This design comes from an exercise in tuning for a short achievable clock period and few clock cycles on the open sky130 flow, not from production work. The RTL was checked by simulation tests, not by an equivalence proof against the original design. Power figures rest on the tool's default switching activity, not on a simulated workload.

===== flow/design.v =====
module rlgr_decoder (
    input  wire        clk,
    input  wire        rst,           
    input  wire        start,
    input  wire [12:0] count,         
    input  wire [16:0] len,           
    input  wire [3:0]  kr_init,
    input  wire [3:0]  kgr_init,
    output wire        busy,
    output reg         done,
    output reg         err,
    output reg  [19:0] bits_used,
    output reg  [12:0] emitted,
    output reg  [3:0]  kr_out,
    output reg  [3:0]  kgr_out,
    output wire        in_ren,
    output wire [13:0] in_addr,
    input  wire [31:0] in_rdata,
    output wire        coef_we,
    output wire [11:0] coef_addr,
    output wire [15:0] coef_wdata
);
    localparam FD = 16;     
    function [20:0] add20;
        input [19:0] a;
        input [19:0] b;
        input        cin;
        reg   [19:0] g, p, gg, pp, gn, pn;
        integer      i, s;
        begin
            g = a & b;
            p = a ^ b;
            gg = g;
            pp = p;
            gg[0] = g[0] | (p[0] & cin);
            for (s = 1; s < 20; s = s * 2) begin
                gn = gg;
                pn = pp;
                for (i = s; i < 20; i = i + 1) begin
                    gn[i] = gg[i] | (pp[i] & gg[i-s]);
                    pn[i] = pp[i] & pp[i-s];
                end
                gg = gn;
                pp = pn;
            end
            add20[0] = p[0] ^ cin;
            for (i = 1; i < 20; i = i + 1)
                add20[i] = p[i] ^ gg[i-1];
            add20[20] = gg[19];
        end
    endfunction
    function [19:0] inc20;
        input [19:0] x;
        integer i;
        begin
            inc20[0] = ~x[0];
            for (i = 1; i < 20; i = i + 1)
                inc20[i] = x[i] ^ (&(x | ~((20'd1 << i) - 20'd1)));
        end
    endfunction
    function [19:0] dec20;
        input [19:0] x;
        integer i;
        begin
            dec20[0] = ~x[0];
            for (i = 1; i < 20; i = i + 1)
                dec20[i] = x[i] ^ ~(|(x & ((20'd1 << i) - 20'd1)));
        end
    endfunction
    function ge16;
        input [15:0] a;
        input [15:0] b;
        reg   [15:0] gt, eq, gn, en;
        integer      i, s;
        begin
            gt = a & ~b;
            eq = ~(a ^ b);
            for (s = 1; s < 16; s = s * 2) begin
                gn = gt;
                en = eq;
                for (i = 0; i + s < 16; i = i + 2 * s) begin
                    gn[i] = gt[i+s] | (eq[i+s] & gt[i]);
                    en[i] = eq[i+s] & eq[i];
                end
                gt = gn;
                eq = en;
            end
            ge16 = gt[0] | eq[0];
        end
    endfunction
    function [2:0] lzc4;
        input [3:0] x;
        begin
            lzc4[2] = (x == 4'd0);
            lzc4[1] = (x[3:2] == 2'd0);
            lzc4[0] = x[3] ? 1'b0 : x[2] ? 1'b1 : x[1] ? 1'b0 : 1'b1;
        end
    endfunction
    function [3:0] lzc8;
        input [7:0] x;
        reg   [2:0] h, l;
        begin
            h = lzc4(x[7:4]);
            l = lzc4(x[3:0]);
            lzc8 = h[2] ? {l[2], 1'b1, l[1:0]} : {1'b0, 1'b0, h[1:0]};
        end
    endfunction
    function [4:0] lzc16;
        input [15:0] x;
        reg   [3:0] h, l;
        begin
            h = lzc8(x[15:8]);
            l = lzc8(x[7:0]);
            lzc16 = h[3] ? {l[3], 1'b1, l[2:0]} : {1'b0, 1'b0, h[2:0]};
        end
    endfunction
    reg         busy_r;
    reg         go_r;         
    reg  [12:0] n_tgt;
    reg  [16:0] len_r;
    reg  [3:0]  kr0_r, kgr0_r;
    reg         bad_r, n0_r;
    assign busy = busy_r;
    reg         ren_r;
    reg  [13:0] raddr_r;
    reg         iss_v;        
    reg  [5:0]  iss_t;        
    reg         rdv;          
    reg  [5:0]  rdt;
    reg         wv;           
    reg  [5:0]  wt;
    reg  [31:0] wreg;         
    reg  [14:0] faddr;        
    reg  [14:0] nwm1;
    assign in_ren  = ren_r;
    assign in_addr = raddr_r;
    reg  [31:0] wq_d [0:3];
    reg  [5:0]  wq_t [0:3];
    reg  [2:0]  wq_n;
    wire        wq_ne   = (wq_n != 3'd0);
    reg         more_w;       
    wire [2:0]  inflt   = wq_n + {2'd0, iss_v} + {2'd0, rdv} + {2'd0, wv};
    wire        issue   = busy_r && more_w && !inflt[2];
    wire        eos     = !more_w && !iss_v && !rdv && !wv && !wq_ne;
    reg  [79:0] bbuf;         
    reg  [6:0]  fill;         
    reg  [3:0]  kr, kgr;
    reg         kz;           
    reg         uact;         
    reg         dact;
    reg         sB, sC;       
    reg  [4:0]  f_in, f_out;  
    reg  [5:0]  s_len;
    reg  [3:0]  s_lz;
    reg  [15:0] s_pay;
    reg         s_run;
    reg  [3:0]  s_krn;
    reg  [14:0] s_r;          
    reg         s_q1;
    wire        f16 = fill[6] | fill[5] | fill[4];
    wire        f32 = fill[6] | fill[5];
    wire        f64 = fill[6];
    wire [4:0]  f_dif = f_in - f_out;
    wire        den = dact && (f_dif < 5'd15);    
    wire [4:0]  f_in1 = f_in + 5'd1;
    wire [4:0]  f_out1 = f_out + 5'd1;
    wire        sA     = !sB && !sC;
    wire        ins_ok = wq_ne && !fill[6] && !(fill[5] && fill[4]) && sA;    
    wire [79:0] keep   = ~({80{1'b1}} >> fill[5:0]);
    wire [79:0] ins    = {wq_d[0], 48'd0} >> fill[5:0];
    wire [79:0] bufi   = ins_ok ? ((bbuf & keep) | ins) : bbuf;
    wire [6:0]  tg     = ins_ok ? {1'b0, wq_t[0]} : 7'd0;
    wire [6:0]  filli  = ins_ok ? fw : fill;
    wire [15:0] top16 = bbuf[79:64];
    wire [4:0]  lzr   = lzc16(top16);
    wire        z16   = lzr[4];
    wire [3:0]  lz    = lzr[3:0];
    wire        z32   = z16 && (bbuf[63:48] == 16'd0);
    wire        z64   = z32 && (bbuf[47:16] == 32'd0);
    wire        isrun = !uact && bbuf[79];
    wire        c64   = z64 && f64;
    wire        c32   = z32 && f32 && !c64;
    wire        chunk = dact && sA && z16 && f16;
    wire [6:0]  clen  = c64 ? 7'd64 : c32 ? 7'd32 : 7'd16;
    wire        fast  = den && sA && kz && f32 && !z16;
    wire [79:0] insf  = {32'd0, wq_d[0], 16'd0} >> fill[3:0];      
    wire [79:0] keepf = ~({80{1'b1}} >> {2'b10, fill[3:0]});
    wire [79:0] bfi   = ins_ok ? ((bbuf & keepf) | insf) : bbuf;
    wire [79:0] fsh_r = {bfi[78:0], 1'b0} << kr;
    wire [79:0] fsh_v = {bfi[77:0], 2'd0} << lz;
    wire [47:0] dsh   = bbuf[79:32] << lz;
    wire [15:0] pay   = dsh[46:31];
    wire [79:0] fsh   = isrun ? fsh_r : fsh_v;
    wire [5:0]  flen  = isrun ? {2'd0, kr} + 6'd1 : {2'd0, lz} + 6'd2;
    wire [6:0]  fw    = add20({13'd0, fill}, {14'd0, wq_t[0]}, 1'b0);
    wire [6:0]  fa_v0 = add20({13'd0, fill}, 20'hffffe, 1'b0);              
    wire [6:0]  fa_v1 = add20({13'd0, fill}, {14'd0, wq_t[0]} + 20'hffffe, 1'b0);
    wire [6:0]  fa_r0 = add20({13'd0, fill}, ~{16'd0, kr}, 1'b0);           
    wire [6:0]  fa_r1 = add20({13'd0, fw}, ~{16'd0, kr}, 1'b0);
    wire [6:0]  ff_v0 = add20({13'd0, fa_v0}, ~{16'd0, lz}, 1'b1);
    wire [6:0]  ff_v1 = add20({13'd0, fa_v1}, ~{16'd0, lz}, 1'b1);
    wire [6:0]  ff_n  = isrun ? (ins_ok ? fa_r1 : fa_r0) : (ins_ok ? ff_v1 : ff_v0);
    wire        slowA = dact && sA && !z16 && !(kz && f32);
    wire        stopA = den && sA && z16 && !f16 && eos;
    wire [20:0] s_cmp = add20({13'd0, fill}, ~{14'd0, s_len}, 1'b1);
    wire [7:0]  th_r  = add20({13'd0, fill}, ~{16'd0, kr}, 1'b0);           
    wire [7:0]  th_v  = add20({13'd0, fill}, ~{16'd0, kgr}, 1'b0);          
    wire        ok_a  = isrun ? !th_r[7] : (!th_v[7] && (th_v[6:4] != 3'd0 || th_v[3:0] > lz));
    reg         s_ok;
    reg  [79:0] s_pre;        
    wire        slowC = sC && den;
    reg         s_eos;        
    wire        stopB = sB && !s_ok && s_eos && den;
    wire        stop  = stopA || stopB;
    wire [3:0]  kr_inc = (kr == 4'd15) ? 4'd15 : kr + 4'd1;
    wire        q_is1  = !uact && (bbuf[79:78] == 2'b01);
    wire [14:0] s_rp   = s_r | (15'h7fff >> kgr);
    wire [4:0]  s_rl   = lzc16({s_rp, 1'b1});
    wire        s_ra   = ((s_rp >> 1) & ~s_rp) == 15'd0;
    wire [3:0]  s_kgv  = s_ra ? s_rl[3:0] : s_rl[3:0] + 4'd1;
    wire [3:0]  s_kgrb = s_run ? kgr : s_q1 ? s_kgv : 4'd0;
    reg  [3:0]  s_kgrn;
    reg  [79:0] buf_n;
    reg  [6:0]  fill_n;
    always @(*) begin
        if (fast) begin
            buf_n  = fsh;
            fill_n = ff_n;
        end else if (chunk) begin
            buf_n  = bufi << clen;
            fill_n = add20({13'd0, filli}, ~{13'd0, clen}, 1'b1);
        end else if (slowC) begin
            buf_n  = s_pre << s_lz;
            fill_n = s_cmp[6:0];
        end else begin
            buf_n  = bufi;
            fill_n = filli;
        end
    end
    localparam [1:0] EV_CHK = 2'd0, EV_RUN = 2'd1, EV_VAL = 2'd2, EV_STOP = 2'd3;
    reg         ev_v;
    reg  [1:0]  ev_k;
    reg  [3:0]  ev_lz;
    reg  [15:0] ev_pay;
    reg  [3:0]  ev_kr, ev_kgr;        
    reg  [3:0]  ev_krn, ev_kgrn;      
    reg  [6:0]  ev_len;               
    reg  [15:0] qacc;         
    reg  [15:0] qaccm1;
    reg  [13:0] p_hi;         
    reg  [6:0]  p_lo;
    reg         a_v;
    reg  [1:0]  a_k;
    reg  [14:0] a_rv;         
    reg  [14:0] a_mag;
    reg         a_big, a_sgn;
    reg  [13:0] a_phi;
    reg  [6:0]  a_plo;
    reg  [3:0]  a_krn, a_kgrn;
    wire [19:0] qm1   = (ev_lz != 4'd0) ? {qacc, ev_lz - 4'd1} : {qaccm1, 4'hf};
    wire [34:0] qsh   = {15'd0, qm1} << ev_kgr;
    wire [15:0] remv  = {1'b0, ev_pay[15:1]} >> (4'd15 - ev_kgr);
    wire [15:0] rvv   = {1'b0, ev_pay[15:1]} >> (4'd15 - ev_kr);
    wire [6:0]  plo_n = add20({14'd0, p_lo[5:0]}, {13'd0, ev_len}, 1'b0);
    wire [13:0] phi_n = p_lo[6] ? inc20({6'd0, p_hi}) : p_hi;
    wire [2:0]  cgrp  = ev_len[6] ? 3'd4 : ev_len[5] ? 3'd2 : 3'd1;
    reg         s2act;
    reg  [12:0] rm1;          
    reg  [19:0] res_pos;
    reg  [3:0]  res_kr, res_kgr;
    reg  [12:0] res_emit;
    wire        r_fin = ge16({1'b0, a_rv}, {3'd0, rm1});
    wire [12:0] rm1_r = add20({7'd0, rm1}, {5'd0, ~a_rv}, 1'b0);   
    wire [12:0] rm1_v = dec20({7'd0, rm1});
    wire        rm1_z = (rm1 == 13'd0);
    wire [15:0] vinc  = inc20({5'd0, a_mag});
    wire [15:0] val   = a_big ? (a_sgn ? 16'h8000 : 16'h7fff)
                      : a_sgn ? {1'b1, ~a_mag}
                      : (a_mag == 15'h7fff) ? 16'h7fff : vinc;
    reg         stop_seen;
    wire [12:0] emit_stop = add20({7'd0, n_tgt}, {7'd0, ~rm1}, 1'b0);  
    reg         push;
    reg  [15:0] push_val;
    reg  [12:0] push_cm1;     
    reg         push_z;       
    always @(*) begin
        push     = 1'b0;
        push_val = 16'd0;
        push_cm1 = 13'd0;
        push_z   = 1'b1;
        if (a_v && s2act) begin
            case (a_k)
            EV_RUN: begin
                push     = 1'b1;
                push_cm1 = r_fin ? rm1 : a_rv[12:0];
                push_z   = r_fin ? rm1_z : (a_rv == 15'd0);
            end
            EV_VAL: begin
                push     = 1'b1;
                push_val = val;
            end
            EV_STOP: begin
                push     = 1'b1;
                push_cm1 = rm1;
                push_z   = rm1_z;
            end
            default: ;
            endcase
        end
    end
    reg         pr_v;
    reg  [15:0] pr_val;
    reg  [12:0] pr_cm1;
    reg         pr_z;
    reg  [15:0] fq_val [0:FD-1];
    reg  [12:0] fq_cm1 [0:FD-1];
    reg         fq_z   [0:FD-1];
    reg  [3:0]  fq_wp, fq_rp;
    reg  [4:0]  fq_n;         
    reg         hv;           
    reg  [15:0] h_val;
    reg  [12:0] h_cm1;
    reg         h_z;
    reg         w_act;
    reg  [15:0] w_val;
    reg  [12:0] w_cm1;        
    reg         w_last;       
    reg  [12:0] widx;
    reg  [12:0] wrem;         
    reg         wrem1;        
    reg         we_r;
    reg  [11:0] wa_r;
    reg  [15:0] wd_r;
    assign coef_we    = we_r;
    assign coef_addr  = wa_r;
    assign coef_wdata = wd_r;
    wire        fq_ne = (fq_n != 5'd0);
    wire        wr    = busy_r && !go_r && (w_act || hv);
    wire        pop   = busy_r && !go_r && !w_act && hv;
    wire        hload = !hv || pop;
    wire [12:0] w_dec = dec20({7'd0, w_act ? w_cm1 : h_cm1});
    integer k;
    always @(posedge clk) begin
        if (!busy_r) begin
            n_tgt  <= count;
            len_r  <= len;
            kr0_r  <= kr_init;
            kgr0_r <= kgr_init;
            bad_r  <= (count[12] && (count[11:0] != 12'd0)) ||
                      (len[16] && (len[15:0] != 16'd0));
            n0_r   <= (count == 13'd0);
        end
        wreg <= {in_rdata[7:0], in_rdata[15:8], in_rdata[23:16], in_rdata[31:24]};
        wt   <= rdt;
        rdt  <= iss_t;
        if (!busy_r) begin
            rdv   <= start;
            rdt   <= (len[16:2] != 15'd0) ? 6'd32 : {1'b0, len[1:0], 3'b000};
            iss_v <= start && (len > 17'd4);
            iss_t <= (len[16:3] != 14'd0) ? 6'd32 : {1'b0, len[1:0], 3'b000};
            wv    <= 1'b0;
        end else begin
            rdv   <= iss_v;
            wv    <= rdv;
            iss_v <= issue;
            iss_t <= (faddr == nwm1 && len_r[1:0] != 2'd0) ? {1'b0, len_r[1:0], 3'b000} : 6'd32;
        end
        bbuf <= buf_n;
        fill <= fill_n;
        if (fast || chunk || slowC)
            uact <= chunk;
        if (slowA)
            sB <= 1'b1;
        else if (sB && (s_ok || stopB || !s_eos))
            sB <= 1'b0;
        if (sB && s_ok)
            sC <= 1'b1;
        else if (slowC)
            sC <= 1'b0;
        if (sB)
            s_kgrn <= s_kgrb;
        if (sB)
            s_pre <= s_run ? bbuf << ({1'b0, kr} + 5'd1) : bbuf << ({1'b0, kgr} + 5'd2);
        if (slowA) begin
            s_len  <= isrun ? {2'd0, kr} + 6'd1 : {2'd0, lz} + {2'd0, kgr} + 6'd2;
            s_lz   <= lz;
            s_ok   <= ok_a;
            s_eos  <= eos;
            s_pay  <= pay;
            s_run  <= isrun;
            s_krn  <= kr_inc;
            s_r    <= bbuf[77:63];
            s_q1   <= q_is1;
        end
        if (fast)
            kr <= kr_inc;
        if (slowC) begin
            kr <= s_krn;
            kgr <= s_kgrn;
            kz <= (s_kgrn == 4'd0);
        end
        if (stop)
            dact <= 1'b0;
        if (fast | slowC | stop)
            f_in <= f_in1;
        if (pop)
            f_out <= f_out1;
        ev_v    <= fast || chunk || slowC || stop;
        ev_k    <= stop ? EV_STOP : chunk ? EV_CHK : (sC ? s_run : isrun) ? EV_RUN : EV_VAL;
        ev_lz   <= sC ? s_lz : lz;
        ev_pay  <= sC ? s_pay : pay;
        ev_kr   <= kr;
        ev_kgr  <= kgr;
        ev_krn  <= sC ? s_krn : kr_inc;
        ev_kgrn <= sC ? s_kgrn : kgr;
        ev_len  <= chunk ? clen : {1'b0, sC ? s_len : flen};
        a_v    <= ev_v;
        a_k    <= ev_k;
        a_rv   <= rvv[14:0];
        a_big  <= (qsh[34:15] != 20'd0);
        a_mag  <= qsh[14:0] | remv[14:0];
        a_sgn  <= ev_pay[4'd15 - ev_kgr];
        a_krn  <= ev_krn;
        a_kgrn <= ev_kgrn;
        a_phi  <= phi_n;
        a_plo  <= plo_n;
        if (ev_v && ev_k != EV_STOP) begin
            p_lo <= plo_n;
            p_hi <= phi_n;
        end
        if (ev_v && ev_k == EV_CHK) begin
            qacc   <= add20({4'd0, qacc}, {17'd0, cgrp}, 1'b0);
            qaccm1 <= add20({4'd0, qaccm1}, {17'd0, cgrp}, 1'b0);
        end else if (ev_v && ev_k == EV_VAL) begin
            qacc   <= 16'd0;
            qaccm1 <= 16'hffff;
        end
        stop_seen <= 1'b0;
        if (a_v && s2act) begin
            case (a_k)
            EV_RUN, EV_VAL: begin
                res_pos <= {a_plo[6] ? inc20({6'd0, a_phi}) : a_phi, a_plo[5:0]};
                res_kr  <= a_krn;
                res_kgr <= a_kgrn;
                rm1     <= (a_k == EV_RUN) ? rm1_r : rm1_v;
                if ((a_k == EV_RUN) ? r_fin : rm1_z) begin
                    s2act    <= 1'b0;
                    res_emit <= n_tgt;
                end
            end
            EV_STOP: begin
                s2act    <= 1'b0;
                stop_seen <= 1'b1;
            end
            default: ;
            endcase
        end
        if (stop_seen)
            res_emit <= emit_stop;
        pr_v   <= push;
        pr_val <= push_val;
        pr_cm1 <= push_cm1;
        pr_z   <= push_z;
        if (hload) begin
            if (fq_ne) begin
                h_val <= fq_val[fq_rp];
                h_cm1 <= fq_cm1[fq_rp];
                h_z   <= fq_z[fq_rp];
                hv    <= 1'b1;
                fq_rp <= fq_rp + 4'd1;
            end else begin
                h_val <= pr_val;
                h_cm1 <= pr_cm1;
                h_z   <= pr_z;
                hv    <= pr_v;
            end
        end
        if (pr_v && !(hload && !fq_ne)) begin
            fq_val[fq_wp] <= pr_val;
            fq_cm1[fq_wp] <= pr_cm1;
            fq_z[fq_wp]   <= pr_z;
            fq_wp <= fq_wp + 4'd1;
        end
        case ({pr_v && !(hload && !fq_ne), hload && fq_ne})
        2'b10:   fq_n <= fq_n + 5'd1;
        2'b01:   fq_n <= fq_n - 5'd1;
        default: ;
        endcase
        we_r <= wr;
        if (wr) begin
            wa_r  <= widx[11:0];
            wd_r  <= w_act ? w_val : h_val;
            widx  <= inc20({7'd0, widx});
            wrem  <= dec20({7'd0, wrem});
            wrem1 <= (wrem == 13'd2);
            if (w_act) begin
                w_act  <= !w_last;
                w_cm1  <= w_dec;
                w_last <= (w_cm1 == 13'd1);
            end else begin
                w_act  <= !h_z;
                w_val  <= h_val;
                w_cm1  <= w_dec;
                w_last <= (h_cm1 == 13'd1);
            end
        end
        if (busy_r && !go_r) begin
            for (k = 0; k < 4; k = k + 1) begin
                if (ins_ok) begin
                    if (k == 3 || wq_n == k + 1) begin
                        wq_d[k] <= wreg;
                        wq_t[k] <= wt;
                    end else begin
                        wq_d[k] <= wq_d[k+1 > 3 ? 3 : k+1];
                        wq_t[k] <= wq_t[k+1 > 3 ? 3 : k+1];
                    end
                end else if (wq_n == k) begin
                    wq_d[k] <= wreg;
                    wq_t[k] <= wt;
                end
            end
            wq_n <= wq_n + {2'd0, wv} - {2'd0, ins_ok};
        end
        ren_r <= 1'b1;
        if (busy_r) begin
            raddr_r <= faddr[13:0];
            if (issue) begin
                faddr  <= inc20({5'd0, faddr});
                more_w <= (faddr != nwm1);
            end
        end else begin
            raddr_r <= {13'd0, start};
        end
        done <= 1'b0;
        if (!busy_r) begin
            busy_r <= start;
            go_r   <= start;
        end else begin
            go_r <= 1'b0;
        end
        if (go_r) begin
            more_w  <= (len_r > 17'd8);
            nwm1    <= (len_r[1:0] != 2'd0) ? len_r[16:2] : dec20({5'd0, len_r[16:2]});
            faddr   <= 15'd2;
            iss_v   <= 1'b0;
            wq_n    <= 3'd0;
            fill    <= 7'd0;
            kr      <= kr0_r;
            kgr     <= kgr0_r;
            kz      <= (kgr0_r == 4'd0);
            uact    <= 1'b0;
            sB      <= 1'b0;
            sC      <= 1'b0;
            f_in    <= 5'd0;
            f_out   <= 5'd0;
            ev_v    <= 1'b0;
            a_v     <= 1'b0;
            qacc    <= 16'd0;
            qaccm1  <= 16'hffff;
            p_hi    <= 14'd0;
            p_lo    <= 7'd0;
            rm1     <= dec20({7'd0, n_tgt});
            res_pos <= 20'd0;
            res_kr  <= kr0_r;
            res_kgr <= kgr0_r;
            fq_n    <= 5'd0;
            fq_wp   <= 4'd0;
            fq_rp   <= 4'd0;
            hv      <= 1'b0;
            pr_v    <= 1'b0;
            w_act   <= 1'b0;
            widx    <= 13'd0;
            wrem    <= n_tgt;
            wrem1   <= (n_tgt == 13'd1);
            if (bad_r) begin
                done   <= 1'b1;
                err    <= 1'b1;
                busy_r <= 1'b0;
                dact   <= 1'b0;
                s2act  <= 1'b0;
                raddr_r <= 14'd0;
            end else if (n0_r) begin
                done      <= 1'b1;
                err       <= 1'b0;
                bits_used <= 20'd0;
                emitted   <= 13'd0;
                kr_out    <= kr0_r;
                kgr_out   <= kgr0_r;
                busy_r    <= 1'b0;
                dact      <= 1'b0;
                s2act     <= 1'b0;
                raddr_r   <= 14'd0;
            end else begin
                dact  <= 1'b1;
                s2act <= 1'b1;
            end
        end else if (wr && wrem1) begin
            done      <= 1'b1;
            err       <= 1'b0;
            bits_used <= res_pos;
            emitted   <= res_emit;
            kr_out    <= res_kr;
            kgr_out   <= res_kgr;
            busy_r    <= 1'b0;
            raddr_r   <= 14'd0;
        end
        if (rst) begin
            busy_r    <= 1'b0;
            go_r      <= 1'b0;
            done      <= 1'b0;
            err       <= 1'b0;
            bits_used <= 20'd0;
            emitted   <= 13'd0;
            kr_out    <= 4'd0;
            kgr_out   <= 4'd0;
            we_r      <= 1'b0;
            raddr_r   <= 14'd0;
        end
    end
endmodule

===== flow/flow/run.sh =====
#!/bin/bash
# The standard layout, with timing repair asked to keep a larger setup margin
# (the clock period and constraints are unchanged). Each tool logs under orfs/logs;
# make's own output goes to standard.log.
set -euo pipefail
bash standard.sh SETUP_SLACK_MARGIN=7 finish > standard.log 2>&1

===== flow/standard.sh =====
#!/bin/bash
# synth_recipe.tcl (not shown) runs the flow's synth.tcl, then flattens the netlist and writes it again
# the make line also repeats each setting of config.mk as NAME=value (left out here)
make -C /OpenROAD-flow-scripts/flow DESIGN_CONFIG=/design/flow/config.mk WORK_HOME=/design/flow/orfs CLKGATE_MAP_FILE= SYNTH_SCRIPT=/design/flow/synth_recipe.tcl "${@:-finish}"

===== flow/config.mk =====
export PLATFORM = sky130hd
export DESIGN_NAME = rlgr_decoder
export DESIGN_NICKNAME = rlgr_decoder
export VERILOG_FILES = /design/flow/design.v
export SDC_FILE = /design/flow/constraint.sdc
export NUM_CORES = 4
export LEC_CHECK = 0
export CAP_MARGIN = 20
export CORE_MARGIN = 2
export CORE_UTILIZATION = 40
export SLEW_MARGIN = 20

===== flow/constraint.sdc =====
create_clock -name core_clock -period 9.0 [get_ports {clk}]
set_input_delay 1.8000 -clock core_clock [delete_from_list [all_inputs] [get_ports {clk}]]
set_output_delay 1.8000 -clock core_clock [all_outputs]
set_load 0.01 [all_outputs]

==> run notes <==
## report_power, final
part / internal, mW / switching [mW]
Clock: 3.66 / 2.93
Combinational: 15.6 / 19.9
Sequential: 8.69 / 1.69
## stage by stage
step	power [mW]	area [um2]	util	instances	hold WS, ns
floorplan	25.2	85400	-	7442	0.310
global placement	31.8	87800	0.434	9872	0.315
detailed placement	31.8	87800	0.434	9873	0.313
CTS	46.8	111000	0.548	11000	0.328
global route	53.4	118000	0.584	11400	0.332
finish	52.4	118000	0.584	11400	0.326
## worst min path at each step
stage	endpoint	slack (ns)	cells past startpoint
detailed placement	a_kgrn[2]$_DFF_P_	0.31	0
global route	a_kgrn[2]$_DFF_P_	0.33	0
finish	a_kgrn[2]$_DFF_P_	0.33	0
CTS	a_kgrn[0]$_DFF_P_	0.33	0
floorplan	a_kgrn[0]$_DFF_P_	0.31	0
global placement	a_krn[0]$_DFF_P_	0.31	0
## layer usage
layer	global-route usage	share of wire	vias up
met3	0.116	0.12	1821
li1	-	-	30600
met5	0.00299	0.00069	-
met2	0.548	0.44	5628
met1	0.419	0.35	36700
met4	0.255	0.095	20
## placed cells by master (no fill, tap or decap), types with 45 or more instances in the layout
master     synthesis  routed
mux2i_2            0     122
ha_1             181     132
o211ai_1          78      78
mux2i_1          654     320
a211oi_1         122      72
nor2_2             0      57
nand3_1           98      70
nor2_4             0      78
xnor2_1          113      96
clkbuf_16          0     185
a21oi_1          401     254
mux4_2           294     303
inv_1            185     145
buf_4              2     609
ha_4               0      46
nor2b_1           55      45
o22ai_1          109      82
nor2_1           691     560
dfxtp_1          468     327
xor2_1           100      99
nand2_1          714     626
o21ai_2            1      50
a21oi_2            0     119
mux2_4             3     159
mux2_2           286     130
mux2i_4            0     212
nor3_1           101      72
dfxtp_2            0     102
and3_1            63      45
edfxtp_1         952     952
o21ai_0          363     201
buf_16             0     161
buf_12             1     181
nand2_2            1      53
buf_6              2     322
o21ai_1            7      98
## final cells by class
type                            instances  area (um2)  area share
Inverter                              198         916     0.00775
Timing Repair inverter                 14         194     0.00164
Multi-Input combinational cell       5310       51200       0.433
Clock inverter                         68         791     0.00669
Antenna cell                           17        42.5    0.000360
Clock buffer                          222        4420      0.0374
Timing Repair Buffer                 1460       19100       0.162
Sequential cell                      1420       38200       0.323
Tap cell                             2672        3340      0.0283
## cells by family (layout without fill, tap and decap cells)
| group | Yosys count | after routing | share of synthesized area |
|---|---|---|---|
| simple gates | 2013 | 2038 | 0.110 |
| compound gates | 1602 | 1610 | 0.128 |
| flops | 1420 | 1420 | 0.466 |
| mux | 1247 | 1248 | 0.205 |
| buf+inv | 746 | 1962 | 0.0356 |
| xor+xnor | 214 | 214 | 0.0232 |
| fa+ha+maj | 199 | 199 | 0.0322 |
| other cells | 1 | 18 | 0.0000460 |
## flip-flops by register name, indices dropped and copies added, names as in the netlist, 15 cells and up, named ones only
signal     cells
qaccm1        16
faddr         15
fq_val       256
fq_cm1       208
w_val         16
nwm1          15
wq_d         128
s_pre         80
bbuf          80
bits_used     20
fq_z          16
qacc          16
len_r         17
a_mag         15
res_pos       20
wreg          32
s_pay         16
wq_t          24
s_r           15
h_val         16
pr_val        16
ev_pay        16
a_rv          15
## critical path, cell delays in order, from the launching register on
cell,delay [ns]
dfxtp_4,0.43
buf_6,0.16
buf_16,0.13
mux4_2,0.57
mux4_2,0.59
mux2_4,0.33
mux4_2,0.49
mux2_4,0.29
and3_4,0.18
a221oi_4,0.22
nand4_1,0.12
## what timing repair did
action | CTS | global route
setup endpoints to repair | 1524 | 1440
setup buffers | 672 | 297
pin swaps | 314 | 343
gates cloned | 204 | 28
resized for setup | 2135 | 870
==> impl_metrics.py <==
metrics = {
    "outcome": {
        "status": "complete, no violations",
    },
    "clock_network": {
        "clockBufferDepth": 3,
        "worstSkewPairLatency_ns": 0.88,
        "cts_max_level": 4,
        "clk_pin_slew_ns": 0.06,
        "cts_hold_buffers": 0,
        "clock_sinks": 1420,
        "numCtsBuffers": 155,
        "cts_tree": "done",
        "cts-root-buf": "clkbuf_16",
    },
    "timing": {
        "hold_viol_final": 0,
        "worst_pin_slew_ns": 1.27,
        "post-route-period-util": 0.405,
        "final.setup.tns_ns": 0,
        "finalSetupViolCount": 0,
        "slew_viol_final": 0,
        "max_slew_margin": 0.153,
        "layout_min_cycle_time_ns": 3.64,
        "rsz0062_at_grt": "yes",
        "fin_ws_ns": 5.36,
        "finClkSkew_ns": 0.0886,
        "fmax_mhz": 274,
    },
    "critical_path": {
        "cp_max_fo": 6,
        "start_kind": "register",
        "r2r_start": "fill[1]$_SDFF_PP0_",
        "r2r_slack_ns": 5.36,
        "endpoint": "bbuf[46]$_DFF_P_",
        "cp.arrival_ns": 4.33,
        "required_ns": 9.69,
        "end_kind": "register",
        "crit_type": "register to register",
        "reg2regPathDepth": 10,
        "r2r-end": "bbuf[46]$_DFF_P_",
        "crit_start": "fill[1]$_SDFF_PP0_",
    },
    "hold_path": {
        "hold_class": "register to register",
        "min_from": "ev_kgrn[2]$_DFF_P_",
    },
    "synthesis": {
        "synth_nets": 7714,
        "synth.largest_area_cell": "edfxtp_1",
        "synth_most_common_cell": "edfxtp_1",
        "synth-edff-count": 952,
        "ys_types": 101,
        "yosysWarnings": 3,
        "postSynthAreaPerCell_um2": 11.0,
        "mappedNetlistArea_um2": 81500,
        "async_flop_share": 0,
        "yosysTopAreaCellShare": 0.351,
        "yosys-top-cells-area": "edfxtp_1 (35%), dfxtp_1 (11%), mux4_2 (8.1%)",
        "syn_inst": 7442,
        "ys_seq_area_frac": 0.466,
        "synth_commonest_cells": "edfxtp_1 (952), nand2_1 (714), nor2_1 (691)",
        "ys_ff_latch": 1420,
        "dominantRegCellSynth": "edfxtp_1",
    },
    "final_layout": {
        "final_layout_size_suffix_gt1_frac": 0.433,
        "nFillCells": 15900,
        "nets": 8831,
        "syn2layout_area_growth_pct": 45.0,
    },
    "die": {
        "dieArea_um2": 207000,
        "start_util": 0.403,
        "core_um2": 202000,
        "rows": 165,
        "io_pins": 161,
        "die_width_um": 455,
        "die-height_um": 455,
    },
    "routing": {
        "drtPass1Iterations": 11,
        "drc": 0,
        "vias": 74700,
        "avgRoutedWirePerCell_um": 34.6,
        "first_iter_violations": 10400,
        "vias_per_cell": 6.57,
        "totalWireLength_um": 393000,
        "drtAntennaViolNets": 0,
    },
    "power_and_ir_drop": {
        "vdd_ir_drop_max_mv": 0.288,
        "powerDensity_nw_per_um2": 443,
        "p_leak_nw": 43.7,
    },
    "grt": {
        "grt_max_degree": 91,
        "grt_overflow": 0,
        "grt_pass1_wl_um": 533000,
        "first_global_vias": 70700,
        "antenna_found_initial": 29,
        "grt_use_total": 0.356,
    },
    "place": {
        "place_ws_ns": 3.64,
        "gp_congestion": 1.02,
        "dp_hpwl_um": 210000,
        "numPortBuffers": 159,
    },
    "run": {
        "drv_cap": 0,
    },
}
Testbench counts, summed over its fixed seeds: cycles 198,029.

[static timing again, ports no longer ideal]
The results above use ideal ports. As a check the final layout listed here was re-extracted and re-timed, cells and wires unchanged.
Step 1: set_driving_cell puts a clkbuf_16 on clk and a buf_2 on each other input, an assumption about the parent block.
Step 2, shift: input delay + t, output delay - t, t = (earliest + latest rising clock arrival at the registers) / 2. This alone moves slack from input paths to output paths.
Three values: ideal, step 1, step 2; two values: the first two.
shift t [ns]: 0.925
setup slack, ns: 5.357 / 5.357 / 5.357
hold WS [ns]: 0.326 / 0.326 / 0.326
worst setup path after step 2: register to register
latest minus earliest clock arrival (ns): 0.089 / 0.088
After both steps setup and hold are still met in this run. For this run, drivers alone change the setup slack by 0.000 ns; drivers and shift together by 0.000 ns.
